Background: an optimization exercise with open tools, aiming at small area, a short achievable clock period and few clock cycles. Do not read the settings as production practice. The RTL was checked by simulation tests, not by an equivalence proof against the original design. Power is estimated from default activity; no workload was simulated.

==> flow/design.v <==
module romdec (
    input  wire        clk,
    input  wire        rst,
    input  wire        start,
    input  wire [2:0]  unit,
    input  wire [15:0] maxlen,
    input  wire [15:0] in_len,
    input  wire [15:0] bias,
    output wire        busy,
    output wire        done,
    output wire [3:0]  code,
    output wire [15:0] count,
    output wire [31:0] fault_info,
    output reg         in_re,
    output reg  [15:0] in_addr,
    input  wire [7:0]  in_rdata,
    output reg         out_we,
    output reg  [15:0] out_waddr,
    output reg  [7:0]  out_wdata,
    output reg         out_re,
    output reg  [15:0] out_raddr,
    input  wire [7:0]  out_rdata
);
    localparam U_KOSA = 3'd0, U_KOSB = 3'd1, U_SAX = 3'd3, U_ENI = 3'd4, U_DCM = 3'd5;
    localparam C_NONE = 4'd0, C_OK = 4'd1, C_UNDERRUN = 4'd2, C_BADREF = 4'd3,
               C_BOUND = 4'd4, C_CEILING = 4'd5, C_BADHDR = 4'd8, C_BADCMD = 4'd9;
    localparam S_IDLE = 2'd0, S_BUSY = 2'd1, S_DONE = 2'd2;
    localparam [5:0]
        P_FETCH  = 6'd0,    
        P_FWAIT  = 6'd1,    
        K_HDR    = 6'd2,
        K_LD1    = 6'd3,    
        K_LD2    = 6'd4,    
        K_TOK    = 6'd5,
        K_BIT    = 6'd6,    
        K_D1     = 6'd7,
        K_D2     = 6'd8,
        K_I1     = 6'd9,
        K_I2     = 6'd10,
        K_IO     = 6'd11,
        K_LIT    = 6'd12,
        K_FLO    = 6'd13,
        K_FHI    = 6'd14,
        K_FN     = 6'd15,
        K_CHK    = 6'd16,
        C_RD     = 6'd17,   
        C_WR     = 6'd18,   
        S_HDR    = 6'd19,
        S_H1     = 6'd20,
        S_H2     = 6'd21,
        S_TOK    = 6'd22,
        S_DSC    = 6'd23,
        S_BIT    = 6'd24,
        S_LIT    = 6'd25,
        S_RL     = 6'd26,
        S_RH     = 6'd27,
        D_TOK    = 6'd28,
        D_LO     = 6'd29,
        D_HI     = 6'd30,
        E_HDR    = 6'd31,
        E_H1     = 6'd32,
        E_H2     = 6'd33,
        E_H3     = 6'd34,
        E_H4     = 6'd35,
        E_H5     = 6'd36,
        E_H6     = 6'd37,
        E_BITS   = 6'd38,   
        E_MLD    = 6'd39,   
        E_TOK    = 6'd40,
        E_T1     = 6'd41,
        E_TI     = 6'd42,
        E_TM     = 6'd43,
        E_IN0    = 6'd44,   
        E_IN1    = 6'd45,   
        E_IN2    = 6'd46,
        E_WH     = 6'd47,   
        E_WL     = 6'd48;   
    reg [1:0]  st;
    reg [5:0]  ph;
    reg [5:0]  fret;       
    reg [5:0]  kret;       
    reg [5:0]  lret;       
    reg [2:0]  unit_q;
    reg [15:0] maxlen_q;
    reg [15:0] in_len_q;
    reg [15:0] lim;        
    reg [15:0] ip;
    reg [15:0] wp;
    reg [7:0]  rx;         
    reg [3:0]  code_q;
    reg [15:0] count_q;
    reg [31:0] finfo_q;
    reg [15:0] kdesc;
    reg [4:0]  kleft;
    reg [1:0]  kbits;
    reg [7:0]  lo;
    reg [15:0] off;
    reg [8:0]  cnt;
    reg [15:0] src;
    reg        zfill;
    reg [7:0]  b0;
    reg [7:0]  sdesc;
    reg [3:0]  sleft;
    reg [7:0]  dacc;
    reg [3:0]  dhi;
    reg [15:0] bias_q;
    reg [7:0]  epl;
    reg [4:0]  efm;
    reg [15:0] einc;
    reg [15:0] ecmn;
    reg [7:0]  macc;
    reg [3:0]  mleft;
    reg [4:0]  ebits;      
    reg [5:0]  eret;
    reg [15:0] eacc;
    reg [15:0] eflag;
    reg [15:0] ev;         
    reg [2:0]  emode;      
    reg [4:0]  en;         
    assign busy       = (st == S_BUSY);
    assign done       = (st == S_DONE);
    assign code       = code_q;
    assign count      = count_q;
    assign fault_info = finfo_q;
    wire is_kos = (unit_q == U_KOSA) || (unit_q == U_KOSB);
    wire is_eni = (unit_q == U_ENI);
    wire [15:0] klimit   = (unit_q == U_KOSA) ? maxlen_q : 16'hFFFF;
    wire        at_limit = is_kos && (wp == klimit);
    wire [3:0]  lim_code = (unit_q == U_KOSA) ? C_BOUND : C_CEILING;
    function [8:0] dcm_delta;
        input [3:0] x;
        case (x)
            4'd0:  dcm_delta = 9'd0;
            4'd1:  dcm_delta = 9'd1;
            4'd2:  dcm_delta = 9'd2;
            4'd3:  dcm_delta = 9'd4;
            4'd4:  dcm_delta = 9'd8;
            4'd5:  dcm_delta = 9'd16;
            4'd6:  dcm_delta = 9'd32;
            4'd7:  dcm_delta = 9'd64;
            4'd8:  dcm_delta = -9'sd128;
            4'd9:  dcm_delta = -9'sd1;
            4'd10: dcm_delta = -9'sd2;
            4'd11: dcm_delta = -9'sd4;
            4'd12: dcm_delta = -9'sd8;
            4'd13: dcm_delta = -9'sd16;
            4'd14: dcm_delta = -9'sd32;
            default: dcm_delta = -9'sd64;
        endcase
    endfunction
    function [7:0] dcm_step;
        input [7:0] acc;
        input [3:0] x;
        reg [8:0] d;
        reg [9:0] sum;
        begin
            d   = dcm_delta(x);
            sum = {2'b00, acc} + {d[8], d};
            if (sum[9])
                dcm_step = 8'd0;
            else if (sum[8])
                dcm_step = 8'd255;
            else
                dcm_step = sum[7:0];
        end
    endfunction
    function [15:0] eni_flags;
        input [4:0] m;
        input [4:0] fb;
        integer i;
        reg [2:0] j;
        begin
            eni_flags = 16'd0;
            j = m[0] + m[1] + m[2] + m[3] + m[4];
            for (i = 4; i >= 0; i = i - 1) begin
                if (m[i]) begin
                    j = j - 3'd1;
                    eni_flags[11 + i] = fb[j];
                end
            end
        end
    endfunction
    wire [2:0]  efm_pop = efm[0] + efm[1] + efm[2] + efm[3] + efm[4];
    wire [15:0] eword   = ev + bias_q;
    wire [7:0] dcm_lo = dcm_step(dacc, rx[3:0]);
    wire [7:0] dcm_hi = dcm_step(dacc, dhi);
    wire [16:0] ksrc   = {1'b0, wp} + {1'b1, off};
    wire        kbad   = ksrc[16];
    wire [15:0] s_le    = {rx, b0};
    wire [15:0] s_be    = {b0, rx};
    wire [16:0] s_le2   = {1'b0, s_le} + 17'd2;
    wire [15:0] s_len   = (s_le2 <= {1'b0, in_len_q}) ? s_le : s_be;
    wire [16:0] s_end2  = {1'b0, s_len} + 17'd2;
    wire [15:0] s_send  = (s_end2 < {1'b0, in_len_q}) ? s_end2[15:0] : in_len_q;
    wire [11:0] s_base  = {rx[7:4], lo} + 12'h012;
    wire [11:0] s_dist  = s_base - wp[11:0];
    wire [16:0] s_srcx  = {1'b0, wp} + {5'd0, s_dist};    
    wire        s_zero  = (s_srcx < 17'h01000);
    wire [15:0] s_src   = s_srcx[15:0] - 16'h1000;
    always @* begin
        in_re     = 1'b0;
        in_addr   = ip;
        out_re    = 1'b0;
        out_raddr = src;
        out_we    = 1'b0;
        out_waddr = wp;
        out_wdata = 8'd0;
        if (st == S_BUSY) begin
            case (ph)
                P_FETCH: in_re = (ip < lim);
                K_LIT: begin
                    out_we    = !at_limit;
                    out_wdata = rx;
                end
                S_LIT: begin
                    out_we    = 1'b1;
                    out_wdata = rx;
                end
                C_RD: out_re = !zfill && !at_limit;
                C_WR: begin
                    out_we    = 1'b1;
                    out_wdata = zfill ? 8'd0 : out_rdata;
                end
                D_LO: begin
                    out_we    = 1'b1;
                    out_wdata = dcm_lo;
                end
                D_HI: begin
                    out_we    = 1'b1;
                    out_wdata = dcm_hi;
                end
                E_WH: begin
                    out_we    = 1'b1;
                    out_wdata = eword[15:8];
                end
                E_WL: begin
                    out_we    = 1'b1;
                    out_wdata = eword[7:0];
                end
                default: ;
            endcase
        end
    end
    task finish;
        input [3:0]  c;
        input [31:0] info;
        begin
            st      <= S_DONE;
            code_q  <= c;
            count_q <= wp;
            finfo_q <= info;
        end
    endtask
    task fetch;
        input [5:0] ret;
        begin
            ph   <= P_FETCH;
            fret <= ret;
        end
    endtask
    task kbit;
        input [5:0] ret;
        begin
            ph   <= K_BIT;
            kret <= ret;
        end
    endtask
    always @(posedge clk) begin
        if (rst) begin
            st      <= S_IDLE;
            ph      <= P_FETCH;
            code_q  <= C_NONE;
            count_q <= 16'd0;
            finfo_q <= 32'd0;
        end else if (st != S_BUSY) begin
            if (start) begin
                unit_q   <= unit;
                maxlen_q <= maxlen;
                in_len_q <= in_len;
                bias_q   <= bias;
                lim      <= in_len;
                ip       <= 16'd0;
                wp       <= 16'd0;
                code_q   <= C_NONE;
                count_q  <= 16'd0;
                finfo_q  <= 32'd0;
                dacc     <= 8'd128;
                sleft    <= 4'd0;
                st       <= S_BUSY;
                case (unit)
                    U_KOSA, U_KOSB: ph <= K_HDR;
                    U_SAX:          ph <= S_HDR;
                    U_DCM:          ph <= D_TOK;
                    U_ENI:          ph <= E_HDR;
                    default: begin
                        st      <= S_DONE;
                        code_q  <= C_BADCMD;
                        finfo_q <= {29'd0, unit};
                    end
                endcase
            end
        end else begin
            case (ph)
                P_FETCH: begin
                    if (ip >= lim) begin
                        if (is_kos || is_eni)
                            finish(C_UNDERRUN, {16'd0, ip});
                        else
                            finish(C_OK, 32'd0);
                    end else begin
                        ph <= P_FWAIT;
                    end
                end
                P_FWAIT: begin
                    rx <= in_rdata;
                    ip <= ip + 16'd1;
                    ph <= fret;
                end
                K_HDR: begin
                    lret <= K_TOK;
                    fetch(K_LD1);
                end
                K_LD1: begin
                    kdesc[7:0] <= rx;
                    fetch(K_LD2);
                end
                K_LD2: begin
                    kdesc[15:8] <= rx;
                    kleft       <= 5'd16;
                    ph          <= lret;
                end
                K_TOK: kbit(K_D1);
                K_BIT: begin
                    kbits <= {kbits[0], kdesc[0]};
                    kdesc <= {1'b0, kdesc[15:1]};
                    kleft <= kleft - 5'd1;
                    if (kleft == 5'd1) begin
                        lret <= kret;
                        fetch(K_LD1);
                    end else begin
                        ph <= kret;
                    end
                end
                K_D1: begin
                    if (kbits[0])
                        fetch(K_LIT);
                    else
                        kbit(K_D2);
                end
                K_D2: begin
                    if (kbits[0])
                        fetch(K_FLO);
                    else
                        kbit(K_I1);
                end
                K_I1: kbit(K_I2);
                K_I2: begin
                    cnt <= {7'd0, kbits} + 9'd2;
                    fetch(K_IO);
                end
                K_IO: begin
                    off <= {8'hFF, rx};
                    ph  <= K_CHK;
                end
                K_LIT: begin
                    if (at_limit) begin
                        finish(lim_code, {16'd0, wp});
                    end else begin
                        wp <= wp + 16'd1;
                        ph <= K_TOK;
                    end
                end
                K_FLO: begin
                    lo <= rx;
                    fetch(K_FHI);
                end
                K_FHI: begin
                    off <= {3'b111, rx[7:3], lo};
                    if (rx[2:0] != 3'd0) begin
                        cnt <= {6'd0, rx[2:0]} + 9'd2;
                        ph  <= K_CHK;
                    end else begin
                        fetch(K_FN);
                    end
                end
                K_FN: begin
                    if (rx == 8'd0)
                        finish(C_OK, 32'd0);
                    else if (rx == 8'd1)
                        ph <= K_TOK;
                    else begin
                        cnt <= {1'b0, rx} + 9'd1;
                        ph  <= K_CHK;
                    end
                end
                K_CHK: begin
                    if (kbad) begin
                        finish(C_BADREF, {off, wp});
                    end else begin
                        src   <= ksrc[15:0];
                        zfill <= 1'b0;
                        ph    <= C_RD;
                    end
                end
                C_RD: begin
                    if (at_limit)
                        finish(lim_code, {16'd0, wp});
                    else
                        ph <= C_WR;
                end
                C_WR: begin
                    wp  <= wp + 16'd1;
                    src <= src + 16'd1;
                    cnt <= cnt - 9'd1;
                    if (cnt == 9'd1)
                        ph <= is_kos ? K_TOK : S_TOK;
                    else
                        ph <= C_RD;
                end
                S_HDR: begin
                    if (in_len_q < 16'd2)
                        finish(C_OK, 32'd0);
                    else
                        fetch(S_H1);
                end
                S_H1: begin
                    b0 <= rx;
                    fetch(S_H2);
                end
                S_H2: begin
                    lim <= s_send;
                    ph  <= S_TOK;
                end
                S_TOK: begin
                    if (sleft == 4'd0)
                        fetch(S_DSC);
                    else
                        ph <= S_BIT;
                end
                S_DSC: begin
                    sdesc <= rx;
                    sleft <= 4'd8;
                    ph    <= S_BIT;
                end
                S_BIT: begin
                    sdesc <= {1'b0, sdesc[7:1]};
                    sleft <= sleft - 4'd1;
                    if (sdesc[0])
                        fetch(S_LIT);
                    else
                        fetch(S_RL);
                end
                S_LIT: begin
                    wp <= wp + 16'd1;
                    ph <= S_TOK;
                end
                S_RL: begin
                    lo <= rx;
                    fetch(S_RH);
                end
                S_RH: begin
                    cnt   <= {5'd0, rx[3:0]} + 9'd3;
                    src   <= s_src;
                    zfill <= s_zero;
                    ph    <= C_RD;
                end
                D_TOK: fetch(D_LO);
                D_LO: begin
                    dacc <= dcm_lo;
                    dhi  <= rx[7:4];
                    wp   <= wp + 16'd1;
                    ph   <= D_HI;
                end
                D_HI: begin
                    dacc <= dcm_hi;
                    wp   <= wp + 16'd1;
                    ph   <= D_TOK;
                end
                E_HDR: fetch(E_H1);
                E_H1: begin
                    epl <= rx;
                    fetch(E_H2);
                end
                E_H2: begin
                    efm <= rx[4:0];
                    fetch(E_H3);
                end
                E_H3: begin
                    einc[15:8] <= rx;
                    fetch(E_H4);
                end
                E_H4: begin
                    einc[7:0] <= rx;
                    fetch(E_H5);
                end
                E_H5: begin
                    ecmn[15:8] <= rx;
                    fetch(E_H6);
                end
                E_H6: begin
                    ecmn[7:0] <= rx;
                    mleft     <= 4'd0;
                    if (epl > 8'd16)
                        finish(C_BADHDR, {24'd0, epl});
                    else
                        ph <= E_TOK;
                end
                E_BITS: begin
                    if (ebits == 5'd0) begin
                        ph <= eret;
                    end else if (mleft == 4'd0) begin
                        fetch(E_MLD);
                    end else begin
                        eacc  <= {eacc[14:0], macc[mleft - 4'd1]};
                        mleft <= mleft - 4'd1;
                        ebits <= ebits - 5'd1;
                    end
                end
                E_MLD: begin
                    macc  <= rx;
                    mleft <= 4'd8;
                    ph    <= E_BITS;
                end
                E_TOK: begin
                    eacc  <= 16'd0;
                    ebits <= 5'd1;
                    eret  <= E_T1;
                    ph    <= E_BITS;
                end
                E_T1: begin
                    eacc <= 16'd0;
                    ph   <= E_BITS;
                    if (eacc[0]) begin
                        ebits <= 5'd6;
                        eret  <= E_TM;
                    end else begin
                        ebits <= 5'd5;
                        eret  <= E_TI;
                    end
                end
                E_TI: begin
                    en <= {1'b0, eacc[3:0]} + 5'd1;
                    if (eacc[4]) begin
                        emode <= 3'd1;
                        ev    <= ecmn;
                    end else begin
                        emode <= 3'd0;
                        ev    <= einc;
                    end
                    ph <= E_WH;
                end
                E_TM: begin
                    en <= {1'b0, eacc[3:0]} + 5'd1;
                    case (eacc[5:4])
                        2'd0: emode <= 3'd2;
                        2'd1: emode <= 3'd3;
                        2'd2: emode <= 3'd4;
                        default: emode <= 3'd5;
                    endcase
                    if (eacc[5:0] == 6'h3F)
                        finish(C_OK, 32'd0);
                    else
                        ph <= E_IN0;
                end
                E_IN0: begin
                    eacc  <= 16'd0;
                    ebits <= {2'd0, efm_pop};
                    eret  <= E_IN1;
                    ph    <= E_BITS;
                end
                E_IN1: begin
                    eflag <= eni_flags(efm, eacc[4:0]);
                    eacc  <= 16'd0;
                    ebits <= epl[4:0];
                    eret  <= E_IN2;
                    ph    <= E_BITS;
                end
                E_IN2: begin
                    ev <= eacc | eflag;
                    ph <= E_WH;
                end
                E_WH: begin
                    wp <= wp + 16'd1;
                    ph <= E_WL;
                end
                E_WL: begin
                    wp <= wp + 16'd1;
                    en <= en - 5'd1;
                    case (emode)
                        3'd0: begin
                            ev   <= ev + 16'd1;
                            einc <= ev + 16'd1;
                        end
                        3'd3: ev <= ev + 16'd1;
                        3'd4: ev <= ev - 16'd1;
                        default: ;
                    endcase
                    if (en == 5'd1)
                        ph <= E_TOK;
                    else if (emode == 3'd5)
                        ph <= E_IN0;
                    else
                        ph <= E_WH;
                end
                default: ph <= P_FETCH;
            endcase
        end
    end
endmodule
==> flow/run.sh <==
#!/bin/bash
# synth_recipe.tcl (not shown) runs the flow's synth.tcl, then flattens the netlist and writes it again
# the make line also repeats each setting of config.mk as NAME=value (left out here)
make -C /OpenROAD-flow-scripts/flow DESIGN_CONFIG=/design/flow/config.mk WORK_HOME=/design/flow/orfs CLKGATE_MAP_FILE= SYNTH_SCRIPT=/design/flow/synth_recipe.tcl finish
==> flow/config.mk <==
export PLATFORM = sky130hd
export DESIGN_NAME = romdec
export DESIGN_NICKNAME = romdec
export VERILOG_FILES = /design/flow/design.v
export SDC_FILE = /design/flow/constraint.sdc
export NUM_CORES = 4
export LEC_CHECK = 0
export CAP_MARGIN = 20
export CORE_MARGIN = 2
export CORE_UTILIZATION = 40
export PLACE_DENSITY = 0.6
export SLEW_MARGIN = 20
==> flow/constraint.sdc <==
create_clock -name core_clock -period 8.0 [get_ports {clk}]
set_input_delay 1.6000 -clock core_clock [delete_from_list [all_inputs] [get_ports {clk}]]
set_output_delay 1.6000 -clock core_clock [all_outputs]
set_load 0.01 [all_outputs]
==> impl_metrics.toml <==
[outcome]
status = "finished clean"

[logic_synthesis]
ys_async_sr_fraction = 0
yosys_warnings = 1
synth-edff-count = 333
synth_area_sq_um = 25940
ys_types = 82
syn_nets = 2933
ys.flop_type = "edfxtp_1"
syn_avg_cell_area_sq_um = 9.677
seq_area_frac_synth = 0.4425
synth_seq_cells = 407
syn_inst = 2681

[routing]
drc_errors = 0
initialDrtViolationCount = 2139
num_vias = 21810
dr.pass1.iters = 6
wl_um = 88220
wl_per_cell_um = 23.73
via_per_inst = 5.867
route.antenna.remaining_nets = 0

[finish]
area_growth_pct = 17.29
utilization = 0.4737
seq_area_sq_um = 11480
fin_nets = 3075
design_area_sq_um = 30430
fillers = 6045
regMostFlops = "finfo_q"
layout-drive-gt1-share = 0.06499
largest_register_ffs = 30
multiInputGateArea_sq_um = 13430

[floorplan]
start_util = 0.4039
die_w_um = 258.7
rows = 93
die_area_sq_um = 66910
io_pins = 183
coreArea_sq_um = 64230
die_h_um = 258.7

[clocking]
cts_num_sinks = 407
cts_buffers = 48
cts_resized = 0
cts_buffer_depth = 3
holdBufCountCts = 0
cts_tree = "built"
ctsHtreeMaxLevel = 2
clkTransAtPathRegs_ps = 60
cts-root-buf = "clkbuf_16"
postCtsSetupBuffers = 0
insertion_delay_ps = 620

[sta]
finClkSkew_ps = 40.98
fmax_ghz = 0.1498
fin_crit_ps = 6676
final-setup-viol-count = 0
finalCritPeriodShare = 0.8345
worst_slew_pin_slew_ps = 1099
setup_tns_ps = 0
rsz0062_at_grt = "no"
hold_viol = 0
drv_slew = 0
relSlewSlack = 0.2645

[global_route]
antenna_found_initial = 3
use_met1 = 0.3482
grt_usage = 0.2597
gr-total-overflow = 0
grt_pass1_wl_um = 132900
grt.busiest_layer = "met2"
grt_use_met3 = 0.03678
grt_max_degree = 71
grt_pass1_vias = 21330
met2_usage = 0.4254

[placed_design]
routabilityCongestion = 0.9569
dp.final_hpwl_um = 65400
port_buffers = 182
dpl-instance-area_sq_um = 28720

[worst_setup_path]
cp_data_arrival_time_ps = 6960
crit_path_end_kind = "flip-flop"
startpoint_type = "flip-flop"
crit_type = "flip-flop to flip-flop"
crit_fanout = 16
crit_required_ps = 8290

[job]
drv_cap = 0

[worst_hold_path]
hp-class = "flip-flop to flip-flop"

[pwr]
power_w = 0.006065
pwr_density_cell_nw_per_um2 = 199.3
p_leak_nw = 11.17
peakVddDrop_mv = 0.1609
worst max-delay path, cell delays in order, from the launching register on:
cell,delay (ps)
edfxtp_1,710
ha_1,360
nand3_1,170
nor3_1,260
xor2_1,110
ha_1,330
nand4_1,160
nor4_1,300
nand3_1,110
o21ai_0,490
nor2_2,140
nor2_1,120
a21oi_1,70
inv_1,80
ha_1,280
and4_1,260
and3_1,230
nand3_1,140
nor2_1,140
xnor2_1,140
mux2i_1,130
ha_1,310
nand3_1,90
nor2_1,150
nand2_1,100
o211ai_4,590
mux2i_1,260
o21ai_0,110
stage by stage:
| stage | worst slack (ps) | hold WS, ps | instances |
|---|---|---|---|
| finish | 1324 | 384.3 | 3718 |
| global route | 696.6 | 420.2 | 3718 |
| CTS | 1333 | 385.9 | 3717 |
| detailed placement | 1404 | 412.4 | 3628 |
| global placement | 1469 | 401.7 | 3627 |
| floorplan | 2261 | 400.3 | 2681 |
worst paths after layout:
path,startpoint,to,slack (ps),cells past startpoint
max,rx[0],lim[12],1320,27
min,kdesc[0],kbits[0],380,0
max reg2reg,rx[0],lim[12],1320,27
min reg2reg,kdesc[0],kbits[0],380,0
synth_stat cells (19+ instances only):
cell | instances | area, sq um
buf_1 | 19 | 71.32
nand4_1 | 29 | 181.4
and3_1 | 22 | 137.6
xnor2_1 | 119 | 1042
o31ai_1 | 25 | 187.7
nor2b_1 | 35 | 219.0
o21ai_0 | 127 | 635.6
edfxtp_1 | 333 | 10000
a21oi_1 | 165 | 825.8
nand2_1 | 293 | 1100
and2_1 | 27 | 168.9
inv_1 | 134 | 503.0
buf_2 | 20 | 100.1
nand3_1 | 101 | 505.5
o22ai_1 | 21 | 131.4
nor2_1 | 225 | 844.6
a21o_1 | 34 | 255.2
clkbuf_1 | 102 | 382.9
a22o_1 | 19 | 166.4
mux2i_1 | 50 | 500.5
nor3_1 | 66 | 330.3
a211oi_1 | 22 | 165.2
a22oi_1 | 26 | 195.2
dfxtp_1 | 74 | 1481
xor2_1 | 91 | 797.0
nand2b_1 | 26 | 162.7
ha_1 | 173 | 2165
or3_1 | 24 | 150.1
o221ai_1 | 22 | 192.7
per-layer routing:
metal,up-vias,share of wire
met3,194,0.067
li1,10090,-
met5,-,0
met4,0,0.040
met1,10630,0.43
met2,901,0.47
logic make-up after synthesis:
family,synth area share
AO/OA/AOI/OAI,0.1577
XOR/XNOR,0.07089
adder cells (fa/ha/maj),0.09038
buffers and inverters,0.04263
flip-flops,0.4425
multiplexers,0.03014
AND/OR/NAND/NOR,0.1658
power breakdown:
| group | switching (W) | total, W | internal, W |
|---|---|---|---|
| sequential | 0.0000959 | 0.00247 | 0.00238 |
| combinational | 0.000776 | 0.00123 | 0.000458 |
| clock | 0.000945 | 0.00236 | 0.00141 |
area by class of cell:
cell class,instances,share of cell area
diodes,1,0.00008224
clock buffers,64,0.04408
clock inverters,25,0.01192
inverters,134,0.01653
multi-input cells,1994,0.4412
flip-flops and latches,407,0.3773
well taps,855,0.03516
repair buffers,238,0.07368
cell usage in the layout (no fill, tap or decap), types with 10 or more instances in the layout:
master | netlist | final
edfxtp_1 | 333 | 333
nand2_1 | 293 | 293
nor2_1 | 225 | 220
clkdlybuf4s50_1 | 0 | 182
ha_1 | 173 | 173
a21oi_1 | 165 | 165
inv_1 | 134 | 133
o21ai_0 | 127 | 127
xnor2_1 | 119 | 119
nand3_1 | 101 | 101
xor2_1 | 91 | 91
dfxtp_1 | 74 | 74
nor3_1 | 66 | 64
buf_4 | 2 | 56
mux2i_1 | 50 | 50
clkbuf_16 | 0 | 48
nor2b_1 | 35 | 35
a21o_1 | 34 | 34
nand4_1 | 29 | 29
and2_1 | 27 | 27
a22oi_1 | 26 | 26
nand2b_1 | 26 | 25
or3_1 | 24 | 24
o31ai_1 | 25 | 24
and3_1 | 22 | 22
a211oi_1 | 22 | 22
o221ai_1 | 22 | 22
o22ai_1 | 21 | 21
a22o_1 | 19 | 19
o21bai_1 | 16 | 16
o21a_1 | 16 | 16
a221oi_1 | 15 | 15
nor4_1 | 16 | 14
a31oi_1 | 13 | 13
a32oi_1 | 13 | 13
a211o_1 | 12 | 12
mux2_2 | 11 | 11
o21ai_1 | 10 | 10
Testbench counts, summed over its fixed seeds: cycles 1,239,045.

## re-timing with driven ports
Ports are ideal in the flow. The routed layout listed here was re-timed in OpenROAD.
Step 1 (the two cells are an assumption about what drives the block):
set clk [get_ports {clk}]
set_driving_cell -lib_cell sky130_fd_sc_hd__clkbuf_16 $clk
set_driving_cell -lib_cell sky130_fd_sc_hd__buf_2 [delete_from_list [all_inputs] $clk]
Step 2 adds t to the input delays and takes it off the output delays; t is the mean of the earliest and latest rising clock arrival at the registers after step 1. Input paths then give back, and output paths get back, about the clock's delay inside the block.
Slacks: ideal ports / drivers / drivers and shift; pairs: ideal ports / drivers.
shift t [ns]: 0.659
slack for setup (ns): 1.324 / 1.324 / 1.324
hold slack, ns: 0.384 / 0.384 / 0.384
worst register clock-pin slew, ns: 0.07 / 0.07
After both steps setup and hold are still met in this run. For this run, drivers alone change the setup slack by 0.000 ns; drivers and shift together by 0.000 ns.
